From an optimization exercise on the open Yosys and OpenROAD flow, aimed at a short achievable clock period and few clock cycles; shortcuts taken in it are not production practice.
The RTL was checked by simulation tests, not by an equivalence proof against the original design.
Power is estimated from default activity; no workload was simulated.

**flow/run.sh**
```bash
#!/bin/bash
set -euo pipefail
bash standard.sh SETUP_SLACK_MARGIN=10 finish > standard.log 2>&1
```
**standard.sh**
```bash
#!/bin/bash
# synth_recipe.tcl (not shown) runs the flow's synth.tcl, then flattens the netlist and writes it again
# the make line also repeats each setting of config.mk as NAME=value (left out here)
make -C /OpenROAD-flow-scripts/flow DESIGN_CONFIG=/design/flow/config.mk WORK_HOME=/design/flow/orfs CLKGATE_MAP_FILE= SYNTH_SCRIPT=/design/flow/synth_recipe.tcl "${@:-finish}"
```
**config.mk**
```make
export PLATFORM = sky130hd
export DESIGN_NAME = cwrv_core
export DESIGN_NICKNAME = cwrv_core
export VERILOG_FILES = /design/flow/design.v
export SDC_FILE = /design/flow/constraint.sdc
export NUM_CORES = 4
export LEC_CHECK = 0
export CAP_MARGIN = 20
export CELL_PAD_IN_SITES_DETAIL_PLACEMENT = 1
export CELL_PAD_IN_SITES_GLOBAL_PLACEMENT = 2
export CORE_MARGIN = 2
export CORE_UTILIZATION = 30
export SLEW_MARGIN = 20
export TNS_END_PERCENT = 5
```
**constraint.sdc**
```tcl
create_clock -name core_clock -period 15.0 [get_ports {clk}]
set_input_delay 3.0000 -clock core_clock [delete_from_list [all_inputs] [get_ports {clk}]]
set_output_delay 3.0000 -clock core_clock [all_outputs]
set_load 0.01 [all_outputs]
```
**design.v**
```verilog
module cwrv_regfile (
    input  wire        clk,
    input  wire        rst,
    input  wire [4:0]  ra1,
    output wire [31:0] rd1,
    input  wire [4:0]  ra2,
    output wire [31:0] rd2,
    input  wire [4:0]  ra3,
    output wire [31:0] rd3,
    input  wire [4:0]  ra4,
    output wire [31:0] rd4,
    output wire [31:0] x2,
    output wire [31:0] x10,
    output wire [31:0] x17,
    input  wire        we,
    input  wire [4:0]  wa,
    input  wire [31:0] wd
);
    reg [31:0] regs [0:31];
    integer i;
    always @(posedge clk) begin
        if (rst) begin
            for (i = 0; i < 32; i = i + 1)
                regs[i] <= 32'd0;
        end else if (we) begin
            regs[wa] <= wd;
        end
    end
    assign rd1 = regs[ra1];
    assign rd2 = regs[ra2];
    assign rd3 = regs[ra3];
    assign rd4 = regs[ra4];
    assign x2  = regs[2];
    assign x10 = regs[10];
    assign x17 = regs[17];
endmodule
module cwrv_core (
    input  wire        clk,
    input  wire        rst,
    input  wire [31:0] boot_pc,
    input  wire [31:0] arena_lo,
    input  wire [31:0] arena_hi,
    output reg         mem_req,
    output reg         mem_we,
    output reg  [31:0] mem_addr,
    output reg  [1:0]  mem_size,
    output reg  [31:0] mem_wdata,
    input  wire        mem_gnt,
    input  wire        mem_rvalid,
    input  wire [31:0] mem_rdata,
    input  wire [3:0]  mem_rfault,
    output reg         ecall_req,
    output reg  [31:0] ecall_id,
    output reg  [31:0] ecall_arg,
    input  wire        ecall_ack,
    input  wire [31:0] ecall_ret,
    input  wire        ecall_fault,
    output reg         alive,
    output reg         ret_valid,
    output reg  [31:0] ret_pc,
    output reg         ret_we,
    output reg  [4:0]  ret_rd,
    output reg  [31:0] ret_wdata
);
    localparam QN = 12;              
    localparam QW = 20;              
    localparam NB = 8;               
    integer i;
    reg [31:0] fpc;                  
    reg        req_data;             
    reg [3:0]  t_data, t_drop, t_hit, t_k;    
    reg [2:0]  ntag;
    reg [NB-1:0]    b_v, b_k;
    reg [32*NB-1:0] b_f, b_t;
    reg [2:0]       b_rr;
    reg             bu_inv, bu_ins, bu_k;
    reg [31:0]      bu_f, bu_t;
    reg [31:0]      a_lo, a_hi;
    reg [127:0] tf;
    reg [2:0]   tcnt;
    reg [QW*QN-1:0] qv;
    reg [3:0]  qcnt;
    reg [31:0] d_pc;
    reg        d_halt;
    reg        pf, pk, rx;
    reg        sk, skx;              
    reg [31:0] sk_pc;
    reg [31:0] rx_pc;
    reg [31:0] pf_pc;
    reg        x_valid;
    reg [31:0] x_pc, x_pclen, x_tgt, x_imm, x_a, x_b, x_pt, x_f;
    reg [4:0]  x_ra1, x_ra2, x_rd;
    reg        x_use1, x_use2;
    reg [2:0]  x_fn;
    reg        x_sub, x_bimm;
    reg [1:0]  x_pvsel;              
    reg [9:0]  x_rs;
    reg        x_br, x_jal, x_jalr, x_load, x_store, x_ecall, x_we, x_die;
    reg        x_ptk, x_mark, x_k;
    reg        x_skc;                
    reg [2:0]  x_ldk;
    reg        m_valid;
    reg [31:0] m_pc, m_npc, m_res, m_addr, m_wdata;
    reg [4:0]  m_rd;
    reg        m_we, m_load, m_store, m_ecall, m_die, m_granted;
    reg [2:0]  m_ldk;
    reg        w_valid;
    reg [31:0] w_pc, w_res;
    reg [4:0]  w_rd;
    reg        w_we, w_load, w_store, w_ecall, w_die, w_abad;
    reg [2:0]  w_ldk;
    wire [15:0] h   = qv[15:0];
    wire [31:0] ir  = {qv[35:20], qv[15:0]};
    wire        f0  = qv[17:16] != 2'b00;
    wire        f1  = qv[37:36] != 2'b00;
    wire        p0  = qv[18];
    wire        p1  = qv[38];
    wire        mk0 = qv[19];
    wire        mk1 = qv[39];
    wire        q3  = (h[1:0] == 2'b11);
    wire [1:0]  cq   = h[1:0];
    wire [2:0]  cf3  = h[15:13];
    wire [4:0]  crd  = h[11:7];
    wire [31:0] c_imm6   = {{26{h[12]}}, h[12], h[6:2]};
    wire [31:0] c_imm16  = {{22{h[12]}}, h[12], h[4:3], h[5], h[2], h[6], 4'b0000};
    wire [31:0] c_lwoff  = {24'd0, h[3:2], h[12], h[6:4], 2'b00};
    wire [31:0] c_swoff  = {24'd0, h[8:7], h[12:9], 2'b00};
    wire c_nop   = (h == 16'h0001);
    wire c_addi  = (cq == 2'b01) && (cf3 == 3'b000);
    wire c_li    = (cq == 2'b01) && (cf3 == 3'b010);
    wire c_a16   = (cq == 2'b01) && (cf3 == 3'b011) && (crd == 5'd2) && ({h[12], h[6:2]} != 6'd0);
    wire c_lui   = (cq == 2'b01) && (cf3 == 3'b011) && (crd != 5'd2) && ({h[12], h[6:2]} != 6'd0);
    wire c_slli  = (cq == 2'b10) && (cf3 == 3'b000) && !h[12];
    wire c_lwsp  = (cq == 2'b10) && (cf3 == 3'b010) && (crd != 5'd0);
    wire c_swsp  = (cq == 2'b10) && (cf3 == 3'b110);
    wire c_legal = c_addi | c_li | c_a16 | c_lui | c_slli | c_lwsp | c_swsp;
    wire [6:0] opc = ir[6:0];
    wire [2:0] f3  = ir[14:12];
    wire [6:0] f7  = ir[31:25];
    wire op_lui   = (opc == 7'b0110111);
    wire op_auipc = (opc == 7'b0010111);
    wire op_jal   = (opc == 7'b1101111);
    wire op_jalr  = (opc == 7'b1100111) && (f3 == 3'b000);
    wire op_br    = (opc == 7'b1100011) && (f3 != 3'b010) && (f3 != 3'b011);
    wire op_load  = (opc == 7'b0000011) && (f3 != 3'b011) && (f3 != 3'b110) && (f3 != 3'b111);
    wire op_store = (opc == 7'b0100011) && (f3[2] == 1'b0) && (f3 != 3'b011);
    wire op_imm   = (opc == 7'b0010011) &&
                    ((f3 != 3'b001 && f3 != 3'b101) ||
                     (f3 == 3'b001 && f7 == 7'b0000000) ||
                     (f3 == 3'b101 && (f7 == 7'b0000000 || f7 == 7'b0100000)));
    wire op_reg   = (opc == 7'b0110011) &&
                    ((f7 == 7'b0000000) ||
                     (f7 == 7'b0100000 && (f3 == 3'b000 || f3 == 3'b101)));
    wire op_ecall = (ir == 32'h00000073);
    wire w_legal  = op_lui | op_auipc | op_jal | op_jalr | op_br | op_load |
                    op_store | op_imm | op_reg | op_ecall;
    wire [31:0] immI = {{20{ir[31]}}, ir[31:20]};
    wire [31:0] immS = {{20{ir[31]}}, ir[31:25], ir[11:7]};
    wire [31:0] immB = {{19{ir[31]}}, ir[31], ir[7], ir[30:25], ir[11:8], 1'b0};
    wire [31:0] immU = {ir[31:12], 12'd0};
    wire [31:0] immJ = {{11{ir[31]}}, ir[31], ir[19:12], ir[20], ir[30:21], 1'b0};
    wire d_need2 = q3 && !f0;
    wire d_avail = (qcnt >= 4'd2) || (qcnt == 4'd1 && !d_need2);
    wire d_die   = f0 || (!q3 && !c_legal) || (q3 && (f1 || !w_legal));
    wire d_ok    = !d_die;
    reg [4:0]  d_ra1, d_ra2, d_rd;
    reg        d_use1, d_use2, d_we, d_sub, d_bimm;
    reg [2:0]  d_fn;
    reg [31:0] d_imm;
    reg [1:0]  d_pvsel;
    reg [2:0]  d_ldk;
    always @(*) begin
        d_ra1 = ir[19:15];
        d_ra2 = ir[24:20];
        d_rd  = ir[11:7];
        d_use1 = 1'b0;
        d_use2 = 1'b0;
        d_we   = 1'b0;
        d_sub  = 1'b0;
        d_bimm = 1'b1;
        d_fn   = 3'b000;
        d_imm  = immI;
        d_pvsel = 2'd0;
        d_ldk  = f3;
        if (!q3) begin
            d_ra1 = (c_lwsp || c_swsp || c_a16) ? 5'd2 : crd;
            d_ra2 = h[6:2];
            d_rd  = crd;
            d_ldk = 3'b010;
            if (c_addi) begin
                d_use1 = 1'b1; d_we = !c_nop; d_imm = c_imm6;
            end else if (c_li) begin
                d_we = 1'b1; d_imm = c_imm6;
            end else if (c_a16) begin
                d_use1 = 1'b1; d_we = 1'b1; d_imm = c_imm16;
            end else if (c_lui) begin
                d_we = 1'b1; d_imm = {c_imm6[19:0], 12'd0};
            end else if (c_slli) begin
                d_use1 = 1'b1; d_we = 1'b1; d_fn = 3'b001; d_imm = {27'd0, h[6:2]};
            end else if (c_lwsp) begin
                d_use1 = 1'b1; d_we = 1'b1; d_imm = c_lwoff;
            end else if (c_swsp) begin
                d_use1 = 1'b1; d_use2 = 1'b1; d_imm = c_swoff;
            end
        end else begin
            if (op_lui) begin
                d_we = 1'b1; d_imm = immU;
            end else if (op_auipc) begin
                d_we = 1'b1; d_pvsel = 2'd2;
            end else if (op_jal) begin
                d_we = 1'b1; d_pvsel = 2'd1;
            end else if (op_jalr) begin
                d_use1 = 1'b1; d_we = 1'b1; d_pvsel = 2'd1;
            end else if (op_br) begin
                d_use1 = 1'b1; d_use2 = 1'b1; d_fn = f3; d_bimm = 1'b0;
            end else if (op_load) begin
                d_use1 = 1'b1; d_we = 1'b1;
            end else if (op_store) begin
                d_use1 = 1'b1; d_use2 = 1'b1; d_imm = immS; d_ldk = {1'b0, f3[1:0]};
            end else if (op_imm) begin
                d_use1 = 1'b1; d_we = 1'b1; d_fn = f3; d_sub = (f3 == 3'b101) && f7[5];
            end else if (op_reg) begin
                d_use1 = 1'b1; d_use2 = 1'b1; d_we = 1'b1; d_fn = f3; d_sub = f7[5];
                d_bimm = 1'b0;
            end else if (op_ecall) begin
                d_ra1 = 5'd17; d_ra2 = 5'd10; d_use1 = 1'b1; d_use2 = 1'b1;
                d_we = 1'b1; d_rd = 5'd10;
            end
        end
    end
    wire d_load  = q3 ? op_load  : c_lwsp;
    wire d_store = q3 ? op_store : c_swsp;
    wire d_br    = q3 && op_br;
    wire d_jal   = q3 && op_jal;
    wire d_jalr  = q3 && op_jalr;
    wire d_ecall = q3 && op_ecall;
    wire [31:0] d_timm  = op_jal ? immJ : op_br ? immB : immU;
    wire [31:0] d_tgt   = d_pc + d_timm;
    wire [31:0] d_pclen = d_pc + (q3 ? 32'd4 : 32'd2);
    wire        d_mark  = q3 ? mk1 : mk0;
    wire        d_fix   = q3 && mk0 && !f0;      
    wire [31:0] d_tf    = tf[31:0];
    wire        d_pos   = q3 ? p1 : p0;
    wire [31:0] d_fa    = d_pc + (q3 ? (p1 ? 32'd0 : 32'd2) : (p0 ? 32'hFFFF_FFFE : 32'd0));
    wire        d_pst   = d_ok && !d_mark && (d_jal || (d_br && ir[31]));
    wire [31:0] rfa, rfb, rfc, rfd, rf_x2, rf_x10, rf_x17;
    cwrv_regfile u_rf (
        .clk (clk),
        .rst (rst),
        .ra1 (ir[19:15]),
        .rd1 (rfa),
        .ra2 (crd),
        .rd2 (rfb),
        .ra3 (ir[24:20]),
        .rd3 (rfc),
        .ra4 (h[6:2]),
        .rd4 (rfd),
        .x2  (rf_x2),
        .x10 (rf_x10),
        .x17 (rf_x17),
        .we  (ret_valid && ret_we),
        .wa  (ret_rd),
        .wd  (ret_wdata)
    );
    wire c_sp = c_lwsp || c_swsp || c_a16;
    wire [31:0] rf1 = q3 ? (op_ecall ? rf_x17 : rfa) : (c_sp ? rf_x2 : rfb);
    wire [31:0] rf2 = q3 ? (op_ecall ? rf_x10 : rfc) : rfd;
    wire r_fw = ret_valid && ret_we;
    wire [31:0] d_rv1 = (r_fw && ret_rd == d_ra1) ? ret_wdata : rf1;
    wire [31:0] d_rv2 = (r_fw && ret_rd == d_ra2) ? ret_wdata : rf2;
    wire m_late = m_load || m_ecall;
    wire w_late = w_load || w_ecall;
    wire m_fw = m_valid && m_we;
    wire w_fw = w_valid && w_we;
    reg  [2:0] fs_a, fs_b;
    reg        hz_a, hz_b;
    wire x_haz = hz_a || hz_b;
    wire [31:0] fa = ({32{fs_a[0]}} & m_res) | ({32{fs_a[1]}} & w_res) |
                     ({32{fs_a[2]}} & ret_wdata) | ({32{fs_a == 3'b000}} & x_a);
    wire [31:0] fb = ({32{fs_b[0]}} & m_res) | ({32{fs_b[1]}} & w_res) |
                     ({32{fs_b[2]}} & ret_wdata) | ({32{fs_b == 3'b000}} & x_b);
    wire [31:0] opb   = x_bimm ? x_imm : fb;
    wire [4:0]  shamt = opb[4:0];
    wire [31:0] sum   = x_sub ? fa - opb : fa + opb;
    wire [31:0] x_sll = fa << shamt;
    wire [31:0] x_srx = x_sub ? $unsigned($signed(fa) >>> shamt) : fa >> shamt;
    wire        x_lt  = $signed(fa) < $signed(opb);
    wire        x_ltu = fa < opb;
    wire [31:0] x_res = ({32{x_rs[0]}} & sum) | ({32{x_rs[1]}} & x_sll) |
                        {31'd0, (x_rs[2] & x_lt) | (x_rs[3] & x_ltu)} |
                        ({32{x_rs[4]}} & (fa ^ opb)) | ({32{x_rs[5]}} & x_srx) |
                        ({32{x_rs[6]}} & (fa | opb)) | ({32{x_rs[7]}} & (fa & opb)) |
                        ({32{x_rs[8]}} & x_pclen) | ({32{x_rs[9]}} & x_tgt);
    wire [31:0] x_agu = fa + x_imm;
    reg br_taken;
    always @(*) begin
        case (x_fn)
            3'b000:  br_taken = (fa == fb);
            3'b001:  br_taken = (fa != fb);
            3'b100:  br_taken = ($signed(fa) < $signed(fb));
            3'b101:  br_taken = ($signed(fa) >= $signed(fb));
            3'b110:  br_taken = (fa < fb);
            default: br_taken = (fa >= fb);
        endcase
    end
    wire        x_taken = x_jal || (x_br && br_taken);
    wire [31:0] x_npc   = x_jalr ? {x_agu[31:1], 1'b0} : x_taken ? x_tgt : x_pclen;
    wire        x_tne   = (x_tgt != x_pt);
    wire        x_mis   = x_jalr || (x_ptk ? (!x_taken || x_tne) : x_taken);
    wire m_mem  = m_load || m_store;
    wire m_abad = (m_npc < a_lo) || (m_npc > a_hi);
    wire m_safe = !m_mem && !m_ecall && !m_die && !m_abad;
    wire w_mem   = w_load || w_store;
    wire rsp_data  = mem_rvalid && (ntag != 3'd0) && t_data[0];
    wire rsp_fetch = mem_rvalid && (ntag != 3'd0) && !t_data[0] && !t_drop[0];
    wire [1:0] w_size = w_ldk[1:0];
    wire ls_fault = (w_size == 2'b00) ? mem_rfault[0] :
                    (w_size == 2'b01) ? (mem_rfault[1:0] != 2'b00) :
                                        (mem_rfault != 4'b0000);
    reg [31:0] ld_val;
    always @(*) begin
        case (w_ldk)
            3'b000:  ld_val = {{24{mem_rdata[7]}}, mem_rdata[7:0]};
            3'b001:  ld_val = {{16{mem_rdata[15]}}, mem_rdata[15:0]};
            3'b100:  ld_val = {24'd0, mem_rdata[7:0]};
            3'b101:  ld_val = {16'd0, mem_rdata[15:0]};
            default: ld_val = mem_rdata;
        endcase
    end
    wire w_done  = w_valid && (w_mem ? rsp_data : w_ecall ? (ecall_req && ecall_ack) : 1'b1);
    wire w_fault = w_die || (w_mem && ls_fault) || (w_ecall && ecall_fault);
    wire w_kill  = alive && w_done && (w_fault || w_abad);
    wire w_ret   = alive && w_done && !w_fault;
    wire live    = alive && !w_kill;
    wire granted   = mem_req && mem_gnt;
    wire d_granted = granted && req_data;
    wire f_granted = granted && !req_data;
    wire w_free  = !w_valid || w_done;
    wire m_adv   = m_valid && (!m_mem || m_granted || d_granted) && w_free;
    wire m_free  = !m_valid || m_adv;
    wire x_adv   = x_valid && !x_haz && m_free && !pk && !rx && !skx && !(m_valid && m_store);
    wire x_free  = !x_valid || x_adv || pk || skx;
    wire e_block = (x_valid && x_ecall) || (m_valid && m_ecall) || (w_valid && w_ecall);
    wire d_can   = alive && d_avail && !d_halt && !e_block && !pf && !rx;
    wire [31:0] sk_dist = sk_pc - d_pc;
    wire sk_eq   = (d_pc == sk_pc);
    wire sk_in   = (sk_dist[31:5] == 27'd0) && !sk_eq && !d_mark && !d_fix;
    wire sk_hold = sk && !sk_eq;
    wire d_skip  = d_can && sk_hold && sk_in;
    wire d_skfb  = d_can && sk_hold && !sk_in;
    wire d_go    = d_can && !d_fix && x_free && !sk_hold;
    wire r_st  = d_granted && m_store;
    wire x_skb    = x_br && x_skc && !x_ptk;
    wire x_mis_go = x_adv && x_mis && !x_skb;
    wire x_skip_go = x_adv && x_skb && br_taken;
    wire r_x   = rx;
    wire r_d   = (d_go && d_pst) || (d_can && d_fix && !sk_hold) || d_skfb;
    wire redir = r_st || r_x || r_d;
    wire [31:0] redir_pc = r_st ? m_npc : r_x ? rx_pc : d_skfb ? sk_pc : d_fix ? d_pc : d_tgt;
    reg [NB-1:0] b_hitv;
    reg [31:0]   b_ht;
    reg          b_hk;
    always @(*) begin
        b_ht = 32'd0;
        b_hk = 1'b0;
        for (i = 0; i < NB; i = i + 1) begin
            b_hitv[i] = b_v[i] && (b_f[32*i +: 32] == fpc);
            if (b_hitv[i]) begin
                b_ht = b_ht | b_t[32*i +: 32];
                b_hk = b_hk | b_k[i];
            end
        end
    end
    wire b_hit = |b_hitv;
    wire       mn_fromx = m_free;
    wire       mn_valid = mn_fromx ? x_adv : m_valid;
    wire       mn_load  = mn_fromx ? x_load  : m_load;
    wire       mn_store = mn_fromx ? x_store : m_store;
    wire       mn_sent  = mn_fromx ? 1'b0 : (m_granted || d_granted);
    wire [31:0] mn_addr = mn_fromx ? x_agu : m_addr;
    wire [31:0] mn_wd   = mn_fromx ? fb : m_wdata;
    wire [1:0]  mn_size = mn_fromx ? x_ldk[1:0] : m_ldk[1:0];
    wire tags_ok  = ({1'b0, ntag} + {3'b0, mem_req}) <= 4'd3;
    wire store_ok = w_free && (!m_adv || m_safe);
    wire req_d_n  = live && tags_ok && mn_valid && (mn_load || mn_store) && !mn_sent &&
                    (mn_load || store_ok);
    reg [2:0] nfetch;
    always @(*) begin
        nfetch = 3'd0;
        for (i = 0; i < 4; i = i + 1)
            if (i < ntag && !t_data[i] && !t_drop[i]) nfetch = nfetch + 3'd1;
    end
    wire cur_f   = mem_req && !req_data;
    wire space   = ({1'b0, qcnt} + {1'b0, nfetch, 1'b0} + {3'b0, cur_f, 1'b0} + 5'd2) <= QN;
    wire req_f_n = live && !req_d_n && tags_ok && (tcnt <= 3'd2) && (redir || pf || space);
    wire f_hit   = f_granted && b_hit;
    wire [31:0] fpc_n = redir ? redir_pc : f_granted ? (b_hit ? b_ht : fpc + 32'd4) : fpc;
    wire du1 = d_use1 && d_ok, du2 = d_use2 && d_ok;
    wire e1dx = x_we && (x_rd == d_ra1), e1dm = m_we && (m_rd == d_ra1), e1dw = w_we && (w_rd == d_ra1);
    wire e1xx = x_we && (x_rd == x_ra1), e1xm = m_we && (m_rd == x_ra1), e1xw = w_we && (w_rd == x_ra1);
    wire e2dx = x_we && (x_rd == d_ra2), e2dm = m_we && (m_rd == d_ra2), e2dw = w_we && (w_rd == d_ra2);
    wire e2xx = x_we && (x_rd == x_ra2), e2xm = m_we && (m_rd == x_ra2), e2xw = w_we && (w_rd == x_ra2);
    wire xl = x_load || x_ecall;
    wire mpv = m_free ? x_adv : m_valid;
    wire wpv = w_free ? m_adv : w_valid;
    wire rpv = w_ret;
    wire a_m = x_free ? (du1 && (m_free ? e1dx : e1dm)) : (x_use1 && (m_free ? e1xx : e1xm));
    wire a_w = x_free ? (du1 && (w_free ? e1dm : e1dw)) : (x_use1 && (w_free ? e1xm : e1xw));
    wire a_r = x_free ? (du1 && e1dw) : (x_use1 && e1xw);
    wire b_m = x_free ? (du2 && (m_free ? e2dx : e2dm)) : (x_use2 && (m_free ? e2xx : e2xm));
    wire b_w = x_free ? (du2 && (w_free ? e2dm : e2dw)) : (x_use2 && (w_free ? e2xm : e2xw));
    wire b_r = x_free ? (du2 && e2dw) : (x_use2 && e2xw);
    wire mp_late = m_free ? xl : m_late;
    wire wp_late = w_free ? m_late : w_late;
    wire sam = mpv && a_m;
    wire saw = wpv && a_w && !sam;
    wire sar = rpv && a_r && !sam && !saw;
    wire sbm = mpv && b_m;
    wire sbw = wpv && b_w && !sbm;
    wire sbr = rpv && b_r && !sbm && !sbw;
    always @(posedge clk) begin
        fs_a <= {sar, saw, sam};
        fs_b <= {sbr, sbw, sbm};
        hz_a <= (sam && mp_late) || (saw && wp_late);
        hz_b <= (sbm && mp_late) || (sbw && wp_late);
    end
    wire [1:0] d_pop = (d_go || d_skip) ? (q3 ? 2'd2 : 2'd1) : 2'd0;
    wire [3:0] q_rem = qcnt - {2'b0, d_pop};
    wire          push1 = t_hit[0] && !t_k[0];       
    wire [QW-1:0] e0 = {push1, 1'b0, mem_rfault[1:0], mem_rdata[15:0]};
    wire [QW-1:0] e1 = {t_hit[0], 1'b1, mem_rfault[3:2], mem_rdata[31:16]};
    reg [QW*QN-1:0] q_in;
    always @(*) begin
        q_in = qv;
        for (i = 0; i < QN; i = i + 1) begin
            if (rsp_fetch && i == qcnt)     q_in[QW*i +: QW] = e0;
            if (rsp_fetch && i == qcnt + 1) q_in[QW*i +: QW] = e1;
        end
    end
    wire [QW*QN-1:0] q_sh = (d_pop == 2'd2) ? {{2*QW{1'b0}}, q_in[QW*QN-1:2*QW]} :
                            (d_pop == 2'd1) ? {{QW{1'b0}}, q_in[QW*QN-1:QW]} : q_in;
    always @(posedge clk) begin
        a_lo <= arena_lo;
        a_hi <= arena_hi;
    end
    always @(posedge clk) begin
        if (rst) begin
            fpc       <= boot_pc;
            d_pc      <= boot_pc;
            req_data  <= 1'b0;
            ntag      <= 3'd0;
            t_data    <= 4'd0;
            t_drop    <= 4'd0;
            t_hit     <= 4'd0;
            t_k       <= 4'd0;
            b_v       <= {NB{1'b0}};
            bu_inv    <= 1'b0;
            bu_ins    <= 1'b0;
            b_rr      <= 3'd0;
            tcnt      <= 3'd0;
            qcnt      <= 4'd0;
            d_halt    <= 1'b0;
            pf        <= 1'b0;
            rx        <= 1'b0;
            skx       <= 1'b0;
            sk        <= 1'b0;
            pk        <= 1'b0;
            x_valid   <= 1'b0;
            m_valid   <= 1'b0;
            m_granted <= 1'b0;
            w_valid   <= 1'b0;
            alive     <= 1'b1;
            ret_valid <= 1'b0;
            ret_pc    <= 32'd0;
            ret_we    <= 1'b0;
            ret_rd    <= 5'd0;
            ret_wdata <= 32'd0;
            ecall_req <= 1'b0;
            ecall_id  <= 32'd0;
            ecall_arg <= 32'd0;
            mem_req   <= 1'b0;
            mem_we    <= 1'b0;
            mem_addr  <= 32'd0;
            mem_size  <= 2'b10;
            mem_wdata <= 32'd0;
        end else begin
            mem_req   <= req_d_n || req_f_n;
            mem_we    <= req_d_n && mn_store;
            mem_addr  <= req_d_n ? mn_addr : fpc_n;
            mem_size  <= req_d_n ? mn_size : 2'b10;
            mem_wdata <= mn_wd;
            req_data  <= req_d_n;
            fpc       <= fpc_n;
            begin : tags
                reg [3:0] td, tp, th, tk;
                reg [2:0] n;
                td = t_data;
                tp = t_drop;
                th = t_hit;
                tk = t_k;
                n  = ntag;
                if (redir) tp = tp | ~td;
                if (mem_rvalid && n != 3'd0) begin
                    td = {1'b0, td[3:1]};
                    tp = {1'b0, tp[3:1]};
                    th = {1'b0, th[3:1]};
                    tk = {1'b0, tk[3:1]};
                    n  = n - 3'd1;
                end
                if (granted) begin
                    td[n[1:0]] = req_data;
                    tp[n[1:0]] = !req_data && redir;
                    th[n[1:0]] = !req_data && b_hit;
                    tk[n[1:0]] = b_hk;
                    n = n + 3'd1;
                end
                t_data <= td;
                t_drop <= tp;
                t_hit  <= th;
                t_k    <= tk;
                ntag   <= n;
            end
            bu_inv <= x_mis_go && x_mark;
            bu_ins <= (x_mis_go || (x_adv && !x_mark)) && x_taken && !x_jalr && !x_skb;
            rx     <= x_mis_go;
            skx    <= x_skip_go;
            if (x_skip_go) begin
                sk    <= 1'b1;
                sk_pc <= x_tgt;
            end else if (redir || (sk && d_can && sk_eq)) begin
                sk    <= 1'b0;
            end
            rx_pc  <= x_npc;
            bu_f   <= x_f;
            bu_t   <= x_tgt;
            bu_k   <= x_k;
            if (d_can && d_fix) begin
                b_v <= {NB{1'b0}};
            end else if (bu_inv || bu_ins) begin
                begin : btbw
                    reg [NB-1:0] v;
                    v = b_v;
                    if (bu_inv)
                        for (i = 0; i < NB; i = i + 1)
                            if (b_f[32*i +: 32] == bu_f) v[i] = 1'b0;
                    if (bu_ins) begin
                        v[b_rr] = 1'b1;
                        b_f[32*b_rr +: 32] <= bu_f;
                        b_t[32*b_rr +: 32] <= bu_t;
                        b_k[b_rr] <= bu_k;
                        b_rr <= b_rr + 3'd1;
                    end
                    b_v <= v;
                end
            end
            begin : tfifo
                reg [127:0] t;
                reg [2:0]   n;
                t = tf;
                n = tcnt;
                if (pf) n = 3'd0;
                else if (d_go && d_mark) begin
                    t = {32'd0, t[127:32]};
                    n = n - 3'd1;
                end
                if (f_hit) begin
                    t[32*n[1:0] +: 32] = b_ht;
                    n = n + 3'd1;
                end
                tf   <= t;
                tcnt <= n;
            end
            pf <= redir;
            pk <= r_st || r_x;
            if (redir)
                pf_pc <= redir_pc;
            if (pf) begin
                qcnt <= 4'd0;
            end else begin
                qv <= q_sh;
                qcnt <= q_rem + (rsp_fetch ? (push1 ? 4'd1 : 4'd2) : 4'd0);
            end
            if (pf)
                d_pc <= pf_pc;
            else if (d_go)
                d_pc <= d_mark ? d_tf : d_pclen;
            else if (d_skip)
                d_pc <= d_pclen;
            if (pf || skx)
                d_halt <= 1'b0;
            else if (d_go && d_die)
                d_halt <= 1'b1;
            if (x_free) begin
                x_valid <= d_go;
                x_pc    <= d_pc;
                x_pclen <= d_pclen;
                x_tgt   <= d_tgt;
                x_imm   <= d_imm;
                x_a     <= d_use1 ? d_rv1 : 32'd0;
                x_b     <= d_rv2;
                x_ra1   <= d_ra1;
                x_ra2   <= d_ra2;
                x_use1  <= d_use1 && d_ok;
                x_use2  <= d_use2 && d_ok;
                x_rd    <= d_rd;
                x_fn    <= d_fn;
                x_sub   <= d_sub;
                x_bimm  <= d_bimm;
                x_pvsel <= d_pvsel;
                x_rs    <= (d_pvsel == 2'd1) ? 10'b01_0000_0000 :
                           (d_pvsel == 2'd2) ? 10'b10_0000_0000 : (10'd1 << d_fn);
                x_br    <= d_ok && d_br;
                x_jal   <= d_ok && d_jal;
                x_jalr  <= d_ok && d_jalr;
                x_load  <= d_ok && d_load;
                x_store <= d_ok && d_store;
                x_ecall <= d_ok && d_ecall;
                x_we    <= d_ok && d_we;
                x_ptk   <= d_mark || d_pst;
                x_pt    <= d_mark ? d_tf : d_tgt;
                x_mark  <= d_mark;
                x_f     <= d_fa;
                x_k     <= d_pos;
                x_die   <= d_die;
                x_ldk   <= d_ldk;
                x_skc   <= d_br && !ir[31] && (immB[12:5] == 8'd0) && (immB[4:0] >= 5'd6);
            end else begin
                x_a <= fa;
                x_b <= fb;
            end
            if (m_free) begin
                m_valid   <= x_adv;
                m_granted <= 1'b0;
                m_pc      <= x_pc;
                m_npc     <= x_npc;
                m_res     <= x_res;
                m_addr    <= x_agu;
                m_wdata   <= fb;
                m_rd      <= x_rd;
                m_we      <= x_we;
                m_load    <= x_load;
                m_store   <= x_store;
                m_ecall   <= x_ecall;
                m_die     <= x_die;
                m_ldk     <= x_ldk;
                if (x_adv && x_ecall) begin
                    ecall_id  <= fa;
                    ecall_arg <= fb;
                end
            end else if (d_granted) begin
                m_granted <= 1'b1;
            end
            if (w_free) begin
                w_valid <= m_adv;
                w_pc    <= m_pc;
                w_res   <= m_res;
                w_rd    <= m_rd;
                w_we    <= m_we;
                w_load  <= m_load;
                w_store <= m_store;
                w_ecall <= m_ecall;
                w_die   <= m_die;
                w_abad  <= m_abad;
                w_ldk   <= m_ldk;
            end
            ecall_req <= live && w_valid && w_ecall && !(ecall_req && ecall_ack);
            ret_valid <= w_ret;
            if (w_ret) begin
                ret_pc    <= w_pc;
                ret_we    <= w_we;
                ret_rd    <= w_rd;
                ret_wdata <= w_load ? ld_val : w_ecall ? ecall_ret : w_res;
            end
            if (w_kill)
                alive <= 1'b0;
        end
    end
endmodule
```
==> reports/qor.yml, run 1 <==
wl_per_cell_um: 38.60
cts_tree: "done"
syn_avg_cell_area_um2: 11.50
drv_slew: 0
clock-root-buffer: "clkbuf_16"
antenna_found_initial: 86
yosysTopAreaCell: "edfxtp_1"
synth_edf_count: 2655
ys_top_cells_by_area: "edfxtp_1 43%, mux4_2 15%, dfxtp_1 4.0%"
via_per_inst: 6.124
port_buffers: 374
drv_cap: 0
finalClockSkew_ns: 0.1065
worstPathMaxFanout: 34
grt_usage_pct: 29.60
start_kind: "flip-flop"
syn_area_mm2: 0.1861
drive_gt1_share_pct: 20.91
setup_viol: 0
rsz0062_at_grt: "true"
crit_type: "flip-flop to flip-flop"
grt_pass1_vias: 149900
grt_use_met2_pct: 46.43
grt_max_degree: 163
synth_flop_cell: "edfxtp_1"
die_w_um: 791.7
period_share_pct: 37.62
arrival_ns: 6.57
ys_ff_latch: 3029
num_rows: 289
clockBufferDepth: 4
setup_tns_ns: 0
initial_core_util_pct: 30.08
holdWs_ns: 0.3858
final_common_cell: "edfxtp_1"
wirelength_um: 964900
syn_inst: 16190
drt_iter0_drc: 18990
syn_to_final_growth_pct: 18.51
vias: 153100
postRouteAntennaNets: 0
gp_congestion: 0.9482
outcome: "no timing/DRC/antenna violations"
dpl_cell_area_mm2: 0.2003
fp.dieH_um: 791.7
fin_area_mm2: 0.2206
dp_hpwl_um: 638300
grt_pass1_wl_um: 1306000
setup_ws_ns: 9.357
yosys_warnings: 2
grt-busiest-layer: "met2"
synthArstFlopShare_pct: 0
max_slew_margin_pct: 5.422
num-nets-final: 16900
synth_nets: 16730
seq_area_frac_synth_pct: 46.86
drc: 0
synth_cell_types: 108
yosysTopAreaCellShare_pct: 42.83
pre_cts_ws_ns: 6.645
final_cell_mix: "2655 x edfxtp_1, 1514 x nand2_1, 1280 x mux4_2, 1100 x nor3_1, 962 x o21ai_0"
path_clk_slew_ns: 0.06
io_pins: 375
irDropWorstVdd_mv: 0.1524
cts_max_level: 5
p_leak_nw: 77.03
worstSetupEndpointType: "flip-flop"
clkLatencyLatePin_ns: 1.09
min_path_type: "flip-flop to flip-flop"
clkSinkCount: 3029
crit_required_ns: 15.93
first_pass_iters: 7
fmax_mhz: 177.2
max_slew.worst_pin.slew_ns: 1.419
cts_made_buffers: 373
fillers: 66170
grt_use_met3_pct: 5.643
p_per_area_mw_per_mm2: 225.3
hold_viol_final: 0
grt-ovfl-total: 0
fin_crit_ns: 5.643
grt.met1_usage_pct: 38.39
core_mm2: 0.6187
cts_hold_buf: 0
dieArea_mm2: 0.6267
-- logic make-up after synthesis --
logic type,Yosys count,synth area share (%)
fa+ha+maj,370,2.519
xor+xnor,796,3.746
compound gates,3503,12.10
buf+inv,1884,3.854
flops,3029,46.86
simple gates,4583,11.40
mux,2025,19.53
-- worst paths after layout --
| check | from | endpoint | slack [ns] | cells past startpoint |
|---|---|---|---|---|
| min reg2reg | x_pc[1] | m_pc[1] | 0.39 | 0 |
| min | x_pc[1] | m_pc[1] | 0.39 | 0 |
| max reg2reg | qv[11] | x_a[2] | 9.36 | 11 |
| max | qv[11] | x_a[2] | 9.36 | 11 |
-- registers in the layout, summed over array words and instances (netlist names), 128 cells and up, named ones only --
register,cells
b_f,256
b_t,256
qv,240
tf,128
u_rf.regs,1024
-- final cells by class --
type / instances / area, um2 / area share (%)
clock buffers: 501 / 10250 / 4.647
repair inverters: 2 / 17.52 / 0.007941
multi-input cells: 11290 / 96000 / 43.52
diodes: 35 / 87.58 / 0.03971
repair buffers: 1298 / 13010 / 5.897
well taps: 8293 / 10380 / 4.704
flip-flops and latches: 3029 / 87310 / 39.58
clock inverters: 186 / 1993 / 0.9036
inverters: 360 / 1526 / 0.6920
-- worst max-delay path, stage by stage (launching register included) --
cell,delay [ns]
edfxtp_1,0.42
buf_4,0.22
nor4_1,0.64
nand3_1,0.29
or4_4,0.80
nand2_4,0.16
buf_4,0.66
buf_4,0.76
a211oi_1,0.12
a2111oi_2,1.04
a21oi_1,0.15
o22ai_1,0.18
-- cells in the mapped netlist, drive strengths merged (111+ instances only) --
cell	instances
mux4	1280
and2	171
nor2	895
nor3	1125
nor4	159
mux2i	709
ha	362
nand4	143
a21o	142
xnor2	433
a22o	300
o22ai	178
nand2	1543
a211oi	261
inv	355
nand3	153
nor2b	111
buf	258
dfxtp	374
edfxtp	2655
a21oi	795
xor2	363
o21ai	1056
clkbuf	1266
-- report_power, final --
| group | internal, mW | total, mW | switching [mW] |
|---|---|---|---|
| combinational | 10.3 | 26.7 | 16.4 |
| sequential | 11.6 | 13.5 | 1.97 |
| clock | 5.40 | 9.43 | 4.03 |
| total | 27.3 | 49.7 | 22.4 |
-- stage by stage --
| step | utilization, % | instances | power, mW |
|---|---|---|---|
| final | 35.65 | 25000 | 49.70 |
| after global routing | 35.64 | 24970 | 51.25 |
| after CTS | 34.86 | 24730 | 48.03 |
| after detailed placement | 32.37 | 23910 | 37.37 |
| after global placement | 32.34 | 23900 | 37.25 |
| after floorplan | - | 16190 | 27.03 |
-- per-layer routing --
layer / vias to the layer above / part of all wire (%) / routed length [um]
li1: 62870 / - / -
met4: 28 / 7.1 / 68430
met3: 2028 / 8.1 / 78470
met2: 7690 / 45 / 435600
met1: 80460 / 40 / 382200
met5: - / 0.019 / 184
-- timing repair --
| action | in CTS | in global routing |
|---|---|---|
| cloned | 31 | 24 |
| setup endpoints to repair | 2358 | 2007 |
| pin swaps | 51 | 134 |
| buffers inserted | 106 | 202 |
| gates resized for setup | 428 | 515 |
Testbench counts, summed over its fixed seeds: cycles 240,892.
==> inputs of run 2 (changes only) <==
--- a/design.v
+++ b/design.v
@@ -68,6 +68,7 @@
     integer i;
     reg [31:0] fpc;                  
     reg        req_data;             
+    reg        req_f;                
     reg [3:0]  t_data, t_drop, t_hit, t_k;    
     reg [2:0]  ntag;
     reg [NB-1:0]    b_v, b_k;
@@ -85,7 +86,6 @@
     reg        pf, pk, rx;
     reg        sk, skx;              
     reg [31:0] sk_pc;
-    reg [31:0] rx_pc;
     reg [31:0] pf_pc;
     reg        x_valid;
     reg [31:0] x_pc, x_pclen, x_tgt, x_imm, x_a, x_b, x_pt, x_f;
@@ -100,7 +100,17 @@
     reg        x_skc;                
     reg [2:0]  x_ldk;
     reg        m_valid;
-    reg [31:0] m_pc, m_npc, m_res, m_addr, m_wdata;
+    reg [31:0] m_pc, m_pcl, m_tgt, m_res, m_addr, m_wdata;
+    reg        m_tk, m_jr, m_abt, m_abp;
+    reg        m_pend, m_pa, m_ptk, m_tne, m_skb;    
+    reg [31:0] m_opv;
+    reg [2:0]  m_f3;
+    reg        rx_lt, lr_tk;
+    reg [31:0] lr_tgt, lr_pcl;
+    reg        r_v;
+    reg        dead_q, e_nreq;
+    reg [4:0]  r_rd;
+    reg [31:0] r_wd;
     reg [4:0]  m_rd;
     reg        m_we, m_load, m_store, m_ecall, m_die, m_granted;
     reg [2:0]  m_ldk;
@@ -234,9 +244,13 @@
     wire d_jal   = q3 && op_jal;
     wire d_jalr  = q3 && op_jalr;
     wire d_ecall = q3 && op_ecall;
-    wire [31:0] d_timm  = op_jal ? immJ : op_br ? immB : immU;
-    wire [31:0] d_tgt   = d_pc + d_timm;
-    wire [31:0] d_pclen = d_pc + (q3 ? 32'd4 : 32'd2);
+    wire [31:0] d_tgj   = d_pc + immJ;
+    wire [31:0] d_tgb   = d_pc + immB;
+    wire [31:0] d_tgu   = d_pc + immU;
+    wire [31:0] d_tgt   = op_jal ? d_tgj : op_br ? d_tgb : d_tgu;
+    wire [31:0] d_pc2   = d_pc + 32'd2;
+    wire [31:0] d_pc4   = d_pc + 32'd4;
+    wire [31:0] d_pclen = q3 ? d_pc4 : d_pc2;
     wire        d_mark  = q3 ? mk1 : mk0;
     wire        d_fix   = q3 && mk0 && !f0;      
     wire [31:0] d_tf    = tf[31:0];
@@ -258,27 +272,27 @@
         .x2  (rf_x2),
         .x10 (rf_x10),
         .x17 (rf_x17),
-        .we  (ret_valid && ret_we),
-        .wa  (ret_rd),
-        .wd  (ret_wdata)
+        .we  (w_ret && w_we),
+        .wa  (w_rd),
+        .wd  (w_wd)
     );
     wire c_sp = c_lwsp || c_swsp || c_a16;
     wire [31:0] rf1 = q3 ? (op_ecall ? rf_x17 : rfa) : (c_sp ? rf_x2 : rfb);
     wire [31:0] rf2 = q3 ? (op_ecall ? rf_x10 : rfc) : rfd;
-    wire r_fw = ret_valid && ret_we;
-    wire [31:0] d_rv1 = (r_fw && ret_rd == d_ra1) ? ret_wdata : rf1;
-    wire [31:0] d_rv2 = (r_fw && ret_rd == d_ra2) ? ret_wdata : rf2;
+    wire [31:0] d_rv1 = rf1;
+    wire [31:0] d_rv2 = rf2;
     wire m_late = m_load || m_ecall;
     wire w_late = w_load || w_ecall;
     wire m_fw = m_valid && m_we;
     wire w_fw = w_valid && w_we;
     reg  [2:0] fs_a, fs_b;
     reg        hz_a, hz_b;
+    reg        hzm_a, hzm_b;         
     wire x_haz = hz_a || hz_b;
     wire [31:0] fa = ({32{fs_a[0]}} & m_res) | ({32{fs_a[1]}} & w_res) |
-                     ({32{fs_a[2]}} & ret_wdata) | ({32{fs_a == 3'b000}} & x_a);
+                     ({32{fs_a[2]}} & r_wd) | ({32{fs_a == 3'b000}} & x_a);
     wire [31:0] fb = ({32{fs_b[0]}} & m_res) | ({32{fs_b[1]}} & w_res) |
-                     ({32{fs_b[2]}} & ret_wdata) | ({32{fs_b == 3'b000}} & x_b);
+                     ({32{fs_b[2]}} & r_wd) | ({32{fs_b == 3'b000}} & x_b);
     wire [31:0] opb   = x_bimm ? x_imm : fb;
     wire [4:0]  shamt = opb[4:0];
     wire [31:0] sum   = x_sub ? fa - opb : fa + opb;
@@ -306,9 +320,31 @@
     wire        x_taken = x_jal || (x_br && br_taken);
     wire [31:0] x_npc   = x_jalr ? {x_agu[31:1], 1'b0} : x_taken ? x_tgt : x_pclen;
     wire        x_tne   = (x_tgt != x_pt);
-    wire        x_mis   = x_jalr || (x_ptk ? (!x_taken || x_tne) : x_taken);
+    wire [31:0] x_jt    = {x_agu[31:1], 1'b0};
+    wire        x_mis   = x_jalr ? (!x_ptk || (x_jt != x_pt)) :
+                                   (x_ptk ? (!x_taken || x_tne) : x_taken);
     wire m_mem  = m_load || m_store;
-    wire m_abad = (m_npc < a_lo) || (m_npc > a_hi);
+    wire lt_eq  = (mem_rdata == m_opv);
+    wire lt_slo = $signed(mem_rdata) < $signed(m_opv);
+    wire lt_sol = $signed(m_opv) < $signed(mem_rdata);
+    wire lt_ulo = mem_rdata < m_opv;
+    wire lt_uol = m_opv < mem_rdata;
+    wire lt_s   = m_pa ? lt_slo : lt_sol;       
+    wire lt_u   = m_pa ? lt_ulo : lt_uol;
+    reg lt_tk;
+    always @(*) begin
+        case (m_f3)
+            3'b000:  lt_tk = lt_eq;
+            3'b001:  lt_tk = !lt_eq;
+            3'b100:  lt_tk = lt_s;
+            3'b101:  lt_tk = !lt_s;
+            3'b110:  lt_tk = lt_u;
+            default: lt_tk = !lt_u;
+        endcase
+    end
+    wire [31:0] m_jt = {m_addr[31:1], 1'b0};
+    wire m_abad = m_jr ? ((m_jt < a_lo) || (m_jt > a_hi)) : m_tk ? m_abt : m_abp;
+    wire [31:0] m_npc = m_jr ? m_jt : m_tk ? m_tgt : m_pcl;
     wire m_safe = !m_mem && !m_ecall && !m_die && !m_abad;
     wire w_mem   = w_load || w_store;
     wire rsp_data  = mem_rvalid && (ntag != 3'd0) && t_data[0];
@@ -327,21 +363,32 @@
             default: ld_val = mem_rdata;
         endcase
     end
-    wire w_done  = w_valid && (w_mem ? rsp_data : w_ecall ? (ecall_req && ecall_ack) : 1'b1);
+    wire alv     = !dead_q;
+    wire ereq    = !e_nreq;
+    wire [31:0] w_wd = w_load ? ld_val : w_ecall ? ecall_ret : w_res;
+    wire w_done  = w_valid && (w_mem ? rsp_data : w_ecall ? (ereq && ecall_ack) : 1'b1);
     wire w_fault = w_die || (w_mem && ls_fault) || (w_ecall && ecall_fault);
-    wire w_kill  = alive && w_done && (w_fault || w_abad);
-    wire w_ret   = alive && w_done && !w_fault;
-    wire live    = alive && !w_kill;
-    wire granted   = mem_req && mem_gnt;
+    wire w_kill  = alv && w_done && (w_fault || w_abad);
+    wire w_ret   = alv && w_done && !w_fault;
+    wire live    = alv && !w_kill;
+    wire req_any   = req_data || req_f;
+    wire granted   = req_any && mem_gnt;
     wire d_granted = granted && req_data;
     wire f_granted = granted && !req_data;
     wire w_free  = !w_valid || w_done;
     wire m_adv   = m_valid && (!m_mem || m_granted || d_granted) && w_free;
+    wire lt_go   = m_adv && m_pend;
+    wire lt_mis  = m_ptk ? (!lt_tk || m_tne) : lt_tk;
+    wire lt_mis_go  = lt_go && lt_mis && !m_skb;
+    wire lt_skip_go = lt_go && m_skb && lt_tk;
     wire m_free  = !m_valid || m_adv;
-    wire x_adv   = x_valid && !x_haz && m_free && !pk && !rx && !skx && !(m_valid && m_store);
+    wire x_lb    = x_br && m_valid && m_load && (m_ldk == 3'b010) &&
+                   ((hzm_a && !hz_b) || (hzm_b && !hz_a));
+    wire x_adv   = x_valid && (!x_haz || x_lb) && m_free && !pk && !rx && !skx &&
+                   !(m_valid && (m_store || m_pend));
     wire x_free  = !x_valid || x_adv || pk || skx;
     wire e_block = (x_valid && x_ecall) || (m_valid && m_ecall) || (w_valid && w_ecall);
-    wire d_can   = alive && d_avail && !d_halt && !e_block && !pf && !rx;
+    wire d_can   = alv && d_avail && !d_halt && !e_block && !pf && !rx;
     wire [31:0] sk_dist = sk_pc - d_pc;
     wire sk_eq   = (d_pc == sk_pc);
     wire sk_in   = (sk_dist[31:5] == 27'd0) && !sk_eq && !d_mark && !d_fix;
@@ -351,12 +398,14 @@
     wire d_go    = d_can && !d_fix && x_free && !sk_hold;
     wire r_st  = d_granted && m_store;
     wire x_skb    = x_br && x_skc && !x_ptk;
-    wire x_mis_go = x_adv && x_mis && !x_skb;
-    wire x_skip_go = x_adv && x_skb && br_taken;
+    wire x_mis_go = x_adv && !x_lb && x_mis && !x_skb;
+    wire x_skip_go = x_adv && !x_lb && x_skb && br_taken;
     wire r_x   = rx;
     wire r_d   = (d_go && d_pst) || (d_can && d_fix && !sk_hold) || d_skfb;
     wire redir = r_st || r_x || r_d;
-    wire [31:0] redir_pc = r_st ? m_npc : r_x ? rx_pc : d_skfb ? sk_pc : d_fix ? d_pc : d_tgt;
+    wire [31:0] lr_pc = lr_tk ? lr_tgt : lr_pcl;
+    wire [31:0] redir_pc = r_st ? m_pcl : r_x ? (rx_lt ? lr_pc : m_npc) :
+                           d_skfb ? sk_pc : d_fix ? d_pc : d_tgt;
     reg [NB-1:0] b_hitv;
     reg [31:0]   b_ht;
     reg          b_hk;
@@ -380,7 +429,7 @@
     wire [31:0] mn_addr = mn_fromx ? x_agu : m_addr;
     wire [31:0] mn_wd   = mn_fromx ? fb : m_wdata;
     wire [1:0]  mn_size = mn_fromx ? x_ldk[1:0] : m_ldk[1:0];
-    wire tags_ok  = ({1'b0, ntag} + {3'b0, mem_req}) <= 4'd3;
+    wire tags_ok  = ({1'b0, ntag} + {3'b0, req_any}) <= 4'd3;
     wire store_ok = w_free && (!m_adv || m_safe);
     wire req_d_n  = live && tags_ok && mn_valid && (mn_load || mn_store) && !mn_sent &&
                     (mn_load || store_ok);
@@ -390,7 +439,7 @@
         for (i = 0; i < 4; i = i + 1)
             if (i < ntag && !t_data[i] && !t_drop[i]) nfetch = nfetch + 3'd1;
     end
-    wire cur_f   = mem_req && !req_data;
+    wire cur_f   = req_f;
     wire space   = ({1'b0, qcnt} + {1'b0, nfetch, 1'b0} + {3'b0, cur_f, 1'b0} + 5'd2) <= QN;
     wire req_f_n = live && !req_d_n && tags_ok && (tcnt <= 3'd2) && (redir || pf || space);
     wire f_hit   = f_granted && b_hit;
@@ -423,6 +472,8 @@
         fs_b <= {sbr, sbw, sbm};
         hz_a <= (sam && mp_late) || (saw && wp_late);
         hz_b <= (sbm && mp_late) || (sbw && wp_late);
+        hzm_a <= sam && mp_late;
+        hzm_b <= sbm && mp_late;
     end
     wire [1:0] d_pop = (d_go || d_skip) ? (q3 ? 2'd2 : 2'd1) : 2'd0;
     wire [3:0] q_rem = qcnt - {2'b0, d_pop};
@@ -448,6 +499,7 @@
             fpc       <= boot_pc;
             d_pc      <= boot_pc;
             req_data  <= 1'b0;
+            req_f     <= 1'b0;
             ntag      <= 3'd0;
             t_data    <= 4'd0;
             t_drop    <= 4'd0;
@@ -467,29 +519,23 @@
             pk        <= 1'b0;
             x_valid   <= 1'b0;
             m_valid   <= 1'b0;
+            m_pend    <= 1'b0;
+            rx_lt     <= 1'b0;
             m_granted <= 1'b0;
             w_valid   <= 1'b0;
             alive     <= 1'b1;
+            dead_q    <= 1'b0;
+            e_nreq    <= 1'b1;
             ret_valid <= 1'b0;
-            ret_pc    <= 32'd0;
-            ret_we    <= 1'b0;
-            ret_rd    <= 5'd0;
-            ret_wdata <= 32'd0;
+            r_v       <= 1'b0;
             ecall_req <= 1'b0;
-            ecall_id  <= 32'd0;
-            ecall_arg <= 32'd0;
             mem_req   <= 1'b0;
             mem_we    <= 1'b0;
-            mem_addr  <= 32'd0;
-            mem_size  <= 2'b10;
-            mem_wdata <= 32'd0;
         end else begin
             mem_req   <= req_d_n || req_f_n;
             mem_we    <= req_d_n && mn_store;
-            mem_addr  <= req_d_n ? mn_addr : fpc_n;
-            mem_size  <= req_d_n ? mn_size : 2'b10;
-            mem_wdata <= mn_wd;
             req_data  <= req_d_n;
+            req_f     <= req_f_n;
             fpc       <= fpc_n;
             begin : tags
                 reg [3:0] td, tp, th, tk;
@@ -521,19 +567,15 @@
                 ntag   <= n;
             end
             bu_inv <= x_mis_go && x_mark;
-            bu_ins <= (x_mis_go || (x_adv && !x_mark)) && x_taken && !x_jalr && !x_skb;
-            rx     <= x_mis_go;
-            skx    <= x_skip_go;
-            if (x_skip_go) begin
+            bu_ins <= (x_mis_go || (x_adv && !x_lb && !x_mark)) && (x_taken || x_jalr) && !x_skb;
+            rx     <= x_mis_go || lt_mis_go;
+            rx_lt  <= lt_mis_go;
+            skx    <= x_skip_go || lt_skip_go;
+            if (x_skip_go || lt_skip_go) begin
                 sk    <= 1'b1;
-                sk_pc <= x_tgt;
             end else if (redir || (sk && d_can && sk_eq)) begin
                 sk    <= 1'b0;
             end
-            rx_pc  <= x_npc;
-            bu_f   <= x_f;
-            bu_t   <= x_tgt;
-            bu_k   <= x_k;
             if (d_can && d_fix) begin
                 b_v <= {NB{1'b0}};
             end else if (bu_inv || bu_ins) begin
@@ -545,9 +587,6 @@
                             if (b_f[32*i +: 32] == bu_f) v[i] = 1'b0;
                     if (bu_ins) begin
                         v[b_rr] = 1'b1;
-                        b_f[32*b_rr +: 32] <= bu_f;
-                        b_t[32*b_rr +: 32] <= bu_t;
-                        b_k[b_rr] <= bu_k;
                         b_rr <= b_rr + 3'd1;
                     end
                     b_v <= v;
@@ -567,17 +606,13 @@
                     t[32*n[1:0] +: 32] = b_ht;
                     n = n + 3'd1;
                 end
-                tf   <= t;
                 tcnt <= n;
             end
             pf <= redir;
             pk <= r_st || r_x;
-            if (redir)
-                pf_pc <= redir_pc;
             if (pf) begin
                 qcnt <= 4'd0;
             end else begin
-                qv <= q_sh;
                 qcnt <= q_rem + (rsp_fetch ? (push1 ? 4'd1 : 4'd2) : 4'd0);
             end
             if (pf)
@@ -590,89 +625,147 @@
                 d_halt <= 1'b0;
             else if (d_go && d_die)
                 d_halt <= 1'b1;
-            if (x_free) begin
+            if (x_free)
                 x_valid <= d_go;
-                x_pc    <= d_pc;
-                x_pclen <= d_pclen;
-                x_tgt   <= d_tgt;
-                x_imm   <= d_imm;
-                x_a     <= d_use1 ? d_rv1 : 32'd0;
-                x_b     <= d_rv2;
-                x_ra1   <= d_ra1;
-                x_ra2   <= d_ra2;
-                x_use1  <= d_use1 && d_ok;
-                x_use2  <= d_use2 && d_ok;
-                x_rd    <= d_rd;
-                x_fn    <= d_fn;
-                x_sub   <= d_sub;
-                x_bimm  <= d_bimm;
-                x_pvsel <= d_pvsel;
-                x_rs    <= (d_pvsel == 2'd1) ? 10'b01_0000_0000 :
-                           (d_pvsel == 2'd2) ? 10'b10_0000_0000 : (10'd1 << d_fn);
-                x_br    <= d_ok && d_br;
-                x_jal   <= d_ok && d_jal;
-                x_jalr  <= d_ok && d_jalr;
-                x_load  <= d_ok && d_load;
-                x_store <= d_ok && d_store;
-                x_ecall <= d_ok && d_ecall;
-                x_we    <= d_ok && d_we;
-                x_ptk   <= d_mark || d_pst;
-                x_pt    <= d_mark ? d_tf : d_tgt;
-                x_mark  <= d_mark;
-                x_f     <= d_fa;
-                x_k     <= d_pos;
-                x_die   <= d_die;
-                x_ldk   <= d_ldk;
-                x_skc   <= d_br && !ir[31] && (immB[12:5] == 8'd0) && (immB[4:0] >= 5'd6);
-            end else begin
-                x_a <= fa;
-                x_b <= fb;
-            end
             if (m_free) begin
                 m_valid   <= x_adv;
                 m_granted <= 1'b0;
-                m_pc      <= x_pc;
-                m_npc     <= x_npc;
-                m_res     <= x_res;
-                m_addr    <= x_agu;
-                m_wdata   <= fb;
-                m_rd      <= x_rd;
-                m_we      <= x_we;
-                m_load    <= x_load;
-                m_store   <= x_store;
-                m_ecall   <= x_ecall;
-                m_die     <= x_die;
-                m_ldk     <= x_ldk;
-                if (x_adv && x_ecall) begin
-                    ecall_id  <= fa;
-                    ecall_arg <= fb;
-                end
+                m_pend    <= x_adv && x_lb;
             end else if (d_granted) begin
                 m_granted <= 1'b1;
             end
-            if (w_free) begin
+            if (w_free)
                 w_valid <= m_adv;
-                w_pc    <= m_pc;
-                w_res   <= m_res;
-                w_rd    <= m_rd;
-                w_we    <= m_we;
-                w_load  <= m_load;
-                w_store <= m_store;
-                w_ecall <= m_ecall;
-                w_die   <= m_die;
-                w_abad  <= m_abad;
-                w_ldk   <= m_ldk;
-            end
-            ecall_req <= live && w_valid && w_ecall && !(ecall_req && ecall_ack);
+            ecall_req <= live && w_valid && w_ecall && !(ereq && ecall_ack);
+            e_nreq    <= !(live && w_valid && w_ecall && !(ereq && ecall_ack));
             ret_valid <= w_ret;
-            if (w_ret) begin
-                ret_pc    <= w_pc;
-                ret_we    <= w_we;
-                ret_rd    <= w_rd;
-                ret_wdata <= w_load ? ld_val : w_ecall ? ecall_ret : w_res;
+            r_v       <= w_ret && w_we;
+            if (w_kill) begin
+                alive  <= 1'b0;
+                dead_q <= 1'b1;
             end
-            if (w_kill)
-                alive <= 1'b0;
+        end
+    end
+    always @(posedge clk) begin
+        mem_addr  <= req_d_n ? mn_addr : fpc_n;
+        mem_size  <= req_d_n ? mn_size : 2'b10;
+        mem_wdata <= mn_wd;
+        if (!(d_can && d_fix) && bu_ins) begin
+            b_f[32*b_rr +: 32] <= bu_f;
+            b_t[32*b_rr +: 32] <= bu_t;
+            b_k[b_rr] <= bu_k;
+        end
+        bu_f   <= x_f;
+        bu_t   <= x_jalr ? x_jt : x_tgt;
+        bu_k   <= x_k;
+        lr_tk  <= lt_tk;
+        lr_tgt <= m_tgt;
+        lr_pcl <= m_pcl;
+        if (!sk)
+            sk_pc <= (m_valid && m_pend) ? m_tgt : x_tgt;
+        begin : tfifo_d
+            reg [127:0] t;
+            reg [2:0]   n;
+            t = tf;
+            n = tcnt;
+            if (pf) n = 3'd0;
+            else if (d_go && d_mark) begin
+                t = {32'd0, t[127:32]};
+                n = n - 3'd1;
+            end
+            if (f_hit)
+                t[32*n[1:0] +: 32] = b_ht;
+            tf <= t;
+        end
+        if (redir)
+            pf_pc <= redir_pc;
+        if (!pf)
+            qv <= q_sh;
+        if (x_free) begin
+            x_pc    <= d_pc;
+            x_pclen <= d_pclen;
+            x_tgt   <= d_tgt;
+            x_imm   <= d_imm;
+            x_a     <= d_use1 ? d_rv1 : 32'd0;
+            x_b     <= d_rv2;
+            x_ra1   <= d_ra1;
+            x_ra2   <= d_ra2;
+            x_use1  <= d_use1 && d_ok;
+            x_use2  <= d_use2 && d_ok;
+            x_rd    <= d_rd;
+            x_fn    <= d_fn;
+            x_sub   <= d_sub;
+            x_bimm  <= d_bimm;
+            x_pvsel <= d_pvsel;
+            x_rs    <= (d_pvsel == 2'd1) ? 10'b01_0000_0000 :
+                       (d_pvsel == 2'd2) ? 10'b10_0000_0000 : (10'd1 << d_fn);
+            x_br    <= d_ok && d_br;
+            x_jal   <= d_ok && d_jal;
+            x_jalr  <= d_ok && d_jalr;
+            x_load  <= d_ok && d_load;
+            x_store <= d_ok && d_store;
+            x_ecall <= d_ok && d_ecall;
+            x_we    <= d_ok && d_we;
+            x_ptk   <= d_mark || d_pst;
+            x_pt    <= d_mark ? d_tf : d_tgt;
+            x_mark  <= d_mark;
+            x_f     <= d_fa;
+            x_k     <= d_pos;
+            x_die   <= d_die;
+            x_ldk   <= d_ldk;
+            x_skc   <= d_br && !ir[31] && (immB[12:5] == 8'd0) && (immB[4:0] >= 5'd6);
+        end else begin
+            x_a <= fa;
+            x_b <= fb;
+        end
+        if (m_free) begin
+            m_pc      <= x_pc;
+            m_pcl     <= x_pclen;
+            m_tgt     <= x_tgt;
+            m_tk      <= x_taken;
+            m_pa      <= hz_a;
+            m_opv     <= hz_a ? fb : fa;
+            m_f3      <= x_fn;
+            m_ptk     <= x_ptk;
+            m_tne     <= x_tne;
+            m_skb     <= x_skb;
+            m_jr      <= x_jalr;
+            m_abt     <= (x_tgt < a_lo) || (x_tgt > a_hi);
+            m_abp     <= (x_pclen < a_lo) || (x_pclen > a_hi);
+            m_res     <= x_res;
+            m_addr    <= x_agu;
+            m_wdata   <= fb;
+            m_rd      <= x_rd;
+            m_we      <= x_we;
+            m_load    <= x_load;
+            m_store   <= x_store;
+            m_ecall   <= x_ecall;
+            m_die     <= x_die;
+            m_ldk     <= x_ldk;
+            if (x_adv && x_ecall) begin
+                ecall_id  <= fa;
+                ecall_arg <= fb;
+            end
+        end
+        if (w_free) begin
+            w_pc    <= m_pc;
+            w_res   <= m_res;
+            w_rd    <= m_rd;
+            w_we    <= m_we;
+            w_load  <= m_load;
+            w_store <= m_store;
+            w_ecall <= m_ecall;
+            w_die   <= m_die;
+            w_abad  <= m_pend ? (lt_tk ? m_abt : m_abp) : m_abad;
+            w_ldk   <= m_ldk;
+        end
+        r_rd      <= w_rd;
+        r_wd      <= w_load ? ld_val : w_ecall ? ecall_ret : w_res;
+        if (w_ret) begin
+            ret_pc    <= w_pc;
+            ret_we    <= w_we;
+            ret_rd    <= w_rd;
+            ret_wdata <= w_load ? ld_val : w_ecall ? ecall_ret : w_res;
         end
     end
 endmodule
==> flow/run.sh (replaced) <==
#!/bin/bash
# The standard layout (the standard.sh, the design's constraint.sdc
# unchanged), with two settings changed on the make command line:
#  - every port still gets a buffer, but a buf_4 rather than the delay cell
#    that buffer_ports picks by default (BUFFER_PORTS_ARGS).
# make's full output goes to standard.log; each ORFS step logs under orfs/logs.
set -euo pipefail
bash standard.sh SETUP_SLACK_MARGIN=10 "BUFFER_PORTS_ARGS=-buffer_cell sky130_fd_sc_hd__buf_4" finish > standard.log 2>&1
==> reports/qor.yml, run 2 <==
vias: 162700
yosys-mux-area-fraction_pct: 17.74
wirelength_um: 1063000
port_buffers: 374
ys_top_cells_by_area: "edfxtp_1 40%, mux4_2 15%, dfxtp_1 6.3%"
hold_viol_final: 0
yosysTopAreaCellShare_pct: 39.96
cp_common_cell: "buf_6"
yosys_warnings: 2
io_pins: 375
clockBufferDepth: 4
postRouteAntennaNets: 0
largestRegisters: "u_rf.regs: 1024 flops, b_f: 256 flops, b_t: 256 flops"
clkSinkCount: 3142
drv_cap: 0
die_w_um: 801.7
cts_max_level: 5
clock-root-buffer: "clkbuf_16"
irDropWorstVdd_mv: 0.1551
min_path_type: "flip-flop to flip-flop"
period_share_pct: 35.35
largest_reg_flops: 1024
crit_path_max_incr_delay_ns: 0.48
syn_area_mm2: 0.1909
seq_area_frac_synth_pct: 46.27
cts_tree: "done"
synth_nets: 18120
start_kind: "primary input"
max_slew.worst_pin.slew_ns: 1.273
synthArstFlopShare_pct: 0
synth_edf_count: 2540
arrival_ns: 6.09
p_leak_nw: 85.27
outcome: "no timing/DRC/antenna violations"
via_per_inst: 6.117
syn_inst: 17370
setup_tns_ns: 0
ys_ff_latch: 3142
worstSetupEndpointType: "flip-flop"
num-nets-final: 18570
synth_most_common_cell: "edfxtp_1"
cts_made_buffers: 391
crit_type: "primary input to flip-flop"
worstPathCellList: "buf_6 > clkinvlp_4 > ha_1 > and2_1 > a221o_1 > a21o_1 > a2111o_1 > o221ai_2 > a41oi_2 > xnor2_1 > o21ai_1 > buf_6 > mux2i_4 > a21oi_2"
syn_to_final_growth_pct: 19.80
largest-register: "u_rf.regs"
initial_core_util_pct: 30.15
synth-xor-area-share_pct: 3.795
grt-ovfl-total: 0
first_pass_iters: 8
yosysTopAreaCell: "edfxtp_1"
gp_congestion: 0.9416
num_rows: 292
crit_required_ns: 15.78
path_clk_slew_ns: 0.06
synth_cell_types: 107
core_mm2: 0.6332
wl_per_cell_um: 39.99
drc: 0
power.total_mw: 52.74
drv_slew: 0
max_slew_margin_pct: 12.95
synth_compound_area_share_pct: 12.53
p_per_area_mw_per_mm2: 230.6
synthAdderAreaFrac_pct: 3.850
dieArea_mm2: 0.6427
synth_top_family_by_area: "multiplexers"
grt_max_degree: 144
synthSimpleGateAreaFrac_pct: 12.01
grt_pass1_wl_um: 1410000
drt_iter0_drc: 21520
drive_gt1_share_pct: 22.78
rsz0062_at_grt: "true"
setup_viol: 0
fillers: 68300
cp_slowest_cell: "a2111o_1"
syn_avg_cell_area_um2: 10.99
cts_hold_buf: 0
grt_usage_pct: 31.49
fin_crit_ns: 5.303
fmax_mhz: 188.6
synth_flop_cell: "edfxtp_1"
grt_pass1_vias: 158400
dp_hpwl_um: 686100
fp.dieH_um: 801.7
final_cell_mix: "2540 x edfxtp_1, 1990 x nor2_1, 1983 x nand2_1, 1281 x mux4_2, 1119 x buf_4"
synth_common_cells: "2540 x edfxtp_1, 2072 x nand2_1, 2015 x nor2_1"
worstPathMaxFanout: 9
antenna_found_initial: 94
finalClockSkew_ns: 0.1043
final_common_cell: "edfxtp_1"
clkLatencyLatePin_ns: 1.11
-- run 2: cell count changes in the layout (fill, tap and decap cells not counted), moves of 357 or more --
cell             delta
nand2_1           +469
nor2_1           +1123
mux2i_1           -359
nor3_1            -928
buf_4             +407
clkdlybuf4s50_1   -357
-- run 2: per-stage QoR --
step / cell area [um2] / hold slack (ns) / utilization, % / worst slack [ns] / cells
floorplan: 191000 / 0.3233 / - / 8.785 / 17370
global placement: 204500 / 0.3240 / 32.29 / 5.732 / 25300
CTS: 225100 / 0.3369 / 35.55 / 9.742 / 26380
global route: 228600 / 0.3420 / 36.10 / 9.631 / 26560
finish: 228700 / 0.3341 / 36.12 / 9.697 / 26600
detailed placement: 204600 / 0.3279 / 32.32 / 5.670 / 25310
-- run 2: logic make-up after synthesis --
kind of cell,count (synthesis)
compound gates,3818
mux,1763
flops,3142
fa+ha+maj,582
xor+xnor,811
simple gates,5351
buf+inv,1904
-- run 2: cell type report --
class                           count  area [um2]  share of cell area [%]
Timing Repair Buffer             1437       14920                   6.524
Clock inverter                    209        2160                  0.9444
Sequential cell                  3142       88420                   38.67
Antenna cell                       59       147.6                 0.06457
Clock buffer                      522       10770                   4.710
Timing Repair inverter              8       80.08                 0.03502
Multi-Input combinational cell  12350       99550                   43.54
Tap cell                         8379       10480                   4.585
Inverter                          490        2128                  0.9307
-- run 2: power by group --
group          switching (mW)  internal [mW]  leakage, nW
registers                2.27           11.8         30.8
logic                    18.3           10.5         48.2
clock network            4.31           5.59         6.32
total                    24.9           27.9         85.3
-- run 2: repair_timing --
action | 4_1_cts | 5_1_grt
endpoints found under the setup margin | 3128 | 2827
buffers inserted | 274 | 120
pin swaps | 117 | 85
gates resized for setup | 739 | 281
gates cloned | 65 | 34
endpoints found under the hold margin | 0 | 0
-- run 2: worst paths after layout --
check,from,cells past startpoint,slack (ns),to
worst max-delay path,mem_rdata[6],14,9.70,w_abad
worst max register to register,qv[6],12,9.74,fpc[28]
worst min-delay path,x_f[11],0,0.33,bu_f[11]
worst min register to register,x_f[11],0,0.33,bu_f[11]
-- run 2: routing by layer --
| layer | vias to the layer above | global-route usage [%] | routed length (um) |
|---|---|---|---|
| li1 | 66290 | - | - |
| met1 | 85010 | 38.46 | 396100 |
| met2 | 8961 | 50.67 | 488700 |
| met3 | 2402 | 6.495 | 92480 |
| met4 | 30 | 20.33 | 85810 |
| met5 | - | 0.1990 | 337 |
-- run 2: critical path, delay by kind of cell --
kind | cells | cell delay (ns)
buffers and inverters | 3 | 0.57
AND/OR/NAND/NOR | 1 | 0.18
XOR/XNOR | 1 | 0.18
adder cells (fa/ha/maj) | 1 | 0.34
AO/OA/AOI/OAI | 7 | 1.51
multiplexers | 1 | 0.25
Testbench counts of run 2, summed over its fixed seeds: cycles 230,318.

## afterwards: timing with drivers on the ports
How much do the figures lean on ideal ports? The routed layouts below were timed once more, with nothing changed but the port constraints. Step 1 sets driving cells, clkbuf_16 on the clock port and buf_2 on the other inputs (assumed; they add their load-dependent delay and slew). Step 2 also shifts input and output timing later by t, the mid clock arrival at the registers, as if the neighbouring blocks saw the same clock. Slacks: no drivers / after step 1 / after step 2; pairs: no drivers / after step 1.
| run | shift t [ns] | slack for setup (ns) | latest minus earliest clock arrival (ns) | pins driven straight from the clock port |
|---|---|---|---|---|
| run 1 | 1.194 | 9.357 / 9.306 / 8.264 | 0.137 / 0.137 | 1 |
| run 2 | 1.203 | 9.697 / 9.597 / 8.394 | 0.104 / 0.104 | 1 |
After both steps setup and hold are still met in every run listed. The setup slack of run 2, which loses most, moves by -0.100 ns with the drivers and by -1.303 ns with both steps.
